Background: an optimization exercise with open tools, aiming at small area. Do not read the settings as production practice.
In this exercise RTL edits were held to simulation tests only and were not proved equivalent to the original.
Power and IR drop assume default switching activity. The clock port is modelled as an ideal driver; clocking choices that lean on that would not hold on a real chip.

## garnet
Design e1_realign, start of the top module:
module e1_realign (
    input  wire        clk,
    input  wire        rst,         
    input  wire        set_valid,   
    input  wire [15:0] set_nbits,
    input  wire        in_valid,
    input  wire [7:0]  in_byte,
    output reg         out_valid,
    output reg  [7:0]  out_byte
);
    reg [7:0]   offset;             
    reg [4:0]   zl;                 
    wire clr = rst | set_valid;
    reg  [3:0]  c4;                 
    reg  [1:0]  c2_n;               
    reg         c1;                 
    wire [7:0]  u4_n, u2, u1_n;
    e1_realign_muxi8 m_u4 (.s(offset[2]), .a(in_byte), .b({c4,   in_byte[7:4]}), .y(u4_n));
    e1_realign_muxi8 m_u2 (.s(offset[1]), .a(u4_n),    .b({c2_n, u4_n[7:2]}),    .y(u2));
    e1_realign_muxi8 m_u1 (.s(offset[0]), .a(u2),      .b({c1,   u2[7:1]}),      .y(u1_n));
    reg  [127:0] s16_n;             
    reg  [63:0]  s8;                
    reg  [31:0]  s4_n;              
    reg  [15:0]  s2;                
    reg  [7:0]   s1_n;              
    wire [7:0]  v16, v8_n, v4, v2_n, v1;
    e1_realign_muxi8 m_v16 (.s(offset[7]), .a(u1_n), .b(s16_n[127:120]), .y(v16));
    e1_realign_muxi8 m_v8  (.s(offset[6]), .a(v16),  .b(s8[63:56]),      .y(v8_n));
    e1_realign_muxi8 m_v4  (.s(offset[5]), .a(v8_n), .b(s4_n[31:24]),    .y(v4));
    e1_realign_muxi8 m_v2  (.s(offset[4]), .a(v4),   .b(s2[15:8]),       .y(v2_n));
    e1_realign_muxi8 m_v1  (.s(offset[3]), .a(v2_n), .b(s1_n),           .y(v1));
    always @(posedge clk) begin
  ...
Size: about 420 cells after synthesis, about 280 flip-flops, ~37 I/O pins, ~9200 sq um of cells after synthesis.
Settings: LEC_CHECK=0, CAP_MARGIN=20, CORE_MARGIN=2, CORE_UTILIZATION=55, SLEW_MARGIN=20, SYNTH_HIERARCHICAL=1, SYNTH_MINIMUM_KEEP_SIZE=0; clock period 10.0 ns.
standard.sh (not shown) runs the stock make flow with config.mk's settings and CLKGATE_MAP_FILE= SYNTH_SCRIPT=/design/flow/synth_recipe.tcl, a recipe that flattens the netlist after the stock synthesis.
==> flow/flow/run.sh <==
#!/bin/bash
# The standard layout (the standard.sh) with two changes:
#  - ports are buffered with the smallest buffer, sky130_fd_sc_hd__buf_1;
#  - clock tree synthesis builds the tree from small clock buffers and adds
#    no dummy loads.
# Synthesis, floorplan, power grid, placement and routing are the standard ones.
set -euo pipefail
export BUFFER_PORTS_ARGS="-buffer_cell sky130_fd_sc_hd__buf_1"
export CTS_ARGS="-sink_clustering_enable -repair_clock_nets -dont_use_dummy_load -buf_list {sky130_fd_sc_hd__clkbuf_16} -sink_clustering_size 35 -sink_clustering_max_diameter 100"
bash standard.sh finish > standard_make.log 2>&1
garnet: all stages complete, timing, DRC and antenna checks passed
diff inputs: garnet => harbor
--- a/flow/flow/run.sh
+++ b/flow/flow/run.sh
@@ -7,4 +7,4 @@
 set -euo pipefail
 export BUFFER_PORTS_ARGS="-buffer_cell sky130_fd_sc_hd__buf_1"
-export CTS_ARGS="-sink_clustering_enable -repair_clock_nets -dont_use_dummy_load -buf_list {sky130_fd_sc_hd__clkbuf_16} -sink_clustering_size 35 -sink_clustering_max_diameter 100"
+export CTS_ARGS="-sink_clustering_enable -repair_clock_nets -dont_use_dummy_load -buf_list {sky130_fd_sc_hd__clkbuf_16} -sink_clustering_size 35 -sink_clustering_max_diameter 100 -root_buf sky130_fd_sc_hd__clkbuf_4 -tree_buf sky130_fd_sc_hd__clkbuf_4"
 bash standard.sh finish > standard_make.log 2>&1
Findings:
Achievable frequency, harbor vs garnet: up by a few percent
Higher met2 routed wirelength among harbor and garnet: harbor
Hold violation total from the final report: harbor vs garnet, no meaningful difference
harbor -> garnet: number of ordinary and repair buffers in the finished layout delta 0, exact match
Comparing garnet with harbor, the maximum vdd drop came out essentially unchanged.
Input changes introduced in raven (baseline for comparison: harbor):
--- a/flow/flow/run.sh
+++ b/flow/flow/run.sh
@@ -7,4 +7,4 @@
 set -euo pipefail
 export BUFFER_PORTS_ARGS="-buffer_cell sky130_fd_sc_hd__buf_1"
-export CTS_ARGS="-sink_clustering_enable -repair_clock_nets -dont_use_dummy_load -buf_list {sky130_fd_sc_hd__clkbuf_16} -sink_clustering_size 35 -sink_clustering_max_diameter 100 -root_buf sky130_fd_sc_hd__clkbuf_4 -tree_buf sky130_fd_sc_hd__clkbuf_4"
+export CTS_ARGS="-sink_clustering_enable -repair_clock_nets -dont_use_dummy_load -buf_list {sky130_fd_sc_hd__clkbuf_8} -sink_clustering_size 16 -sink_clustering_max_diameter 60"
 bash standard.sh finish > standard_make.log 2>&1
Notes after the runs:
As far as number of sequential cells in the layout goes, harbor and raven are indistinguishable; the numbers are identical. Looking only at total power, and setting everything else aside, the lower value of harbor and raven goes to harbor. Comparing harbor and raven, the lower register-to-register slack is on harbor. Compared with harbor, in raven arrival time at the worst endpoint flat, non-clock buffer count stayed essentially flat.
Input-level comparison between maple and raven:
--- a/flow/flow/run.sh
+++ b/flow/flow/run.sh
@@ -7,4 +7,4 @@
 set -euo pipefail
 export BUFFER_PORTS_ARGS="-buffer_cell sky130_fd_sc_hd__buf_1"
-export CTS_ARGS="-sink_clustering_enable -repair_clock_nets -dont_use_dummy_load -buf_list {sky130_fd_sc_hd__clkbuf_8} -sink_clustering_size 16 -sink_clustering_max_diameter 60"
+export CTS_ARGS="-sink_clustering_enable -repair_clock_nets -dont_use_dummy_load -buf_list {sky130_fd_sc_hd__clkbuf_16} -sink_clustering_size 35 -sink_clustering_max_diameter 100 -root_buf sky130_fd_sc_hd__clkbuf_8 -tree_buf sky130_fd_sc_hd__clkbuf_8"
 bash standard.sh finish > standard_make.log 2>&1
Notes after the runs:
- Met3 usage in global routing (higher): raven
- maple and raven ended up with nearly the same die extent in y.
- maple -> raven: post-synthesis net count delta 0, exact match
- In terms of critical path's largest stage delay, maple and raven differ only marginally.
- maple vs. raven: design area lower; final worst setup slack went up by 0.027 ns.
- Compared with raven, in maple via count -54; count of different cell masters after synthesis ~0 delta; first-pass GRT wire length -about 2.4%; largest voltage drop on the vdd net +18%.

port drivers added, routing unchanged:
The results above use ideal ports. As a check the final layouts listed here were re-extracted and re-timed, cells and wires unchanged. Step 1 sets driving cells, clkbuf_16 on the clock port and buf_2 on the other inputs (assumed; they add their load-dependent delay and slew). Step 2 times the ports against the registers' clock, not the clock port: input delays grow and output delays shrink by t, the midpoint of the rising clock arrivals with the driver on. a / b / c = no drivers / after step 1 / after step 2; a / b = the first two.
run	t, ns	setup slack, ns	hold WS [ns]	worst setup path after step 2	cell pins on the clock port's net
garnet	0.502	5.832 / 5.848 / 5.346	0.428 / 0.428 / 0.428	input to register	1
harbor	0.603	5.925 / 5.937 / 5.333	0.418 / 0.418 / 0.418	input to register	1
raven	0.546	5.856 / 5.870 / 5.324	0.373 / 0.373 / 0.373	input to register	1
maple	0.522	5.883 / 5.895 / 5.373	0.426 / 0.426 / 0.426	input to register	1
After both steps every run listed still meets setup and hold. The setup slack of harbor, which loses most, moves by +0.012 ns with the drivers and by -0.592 ns with both steps.
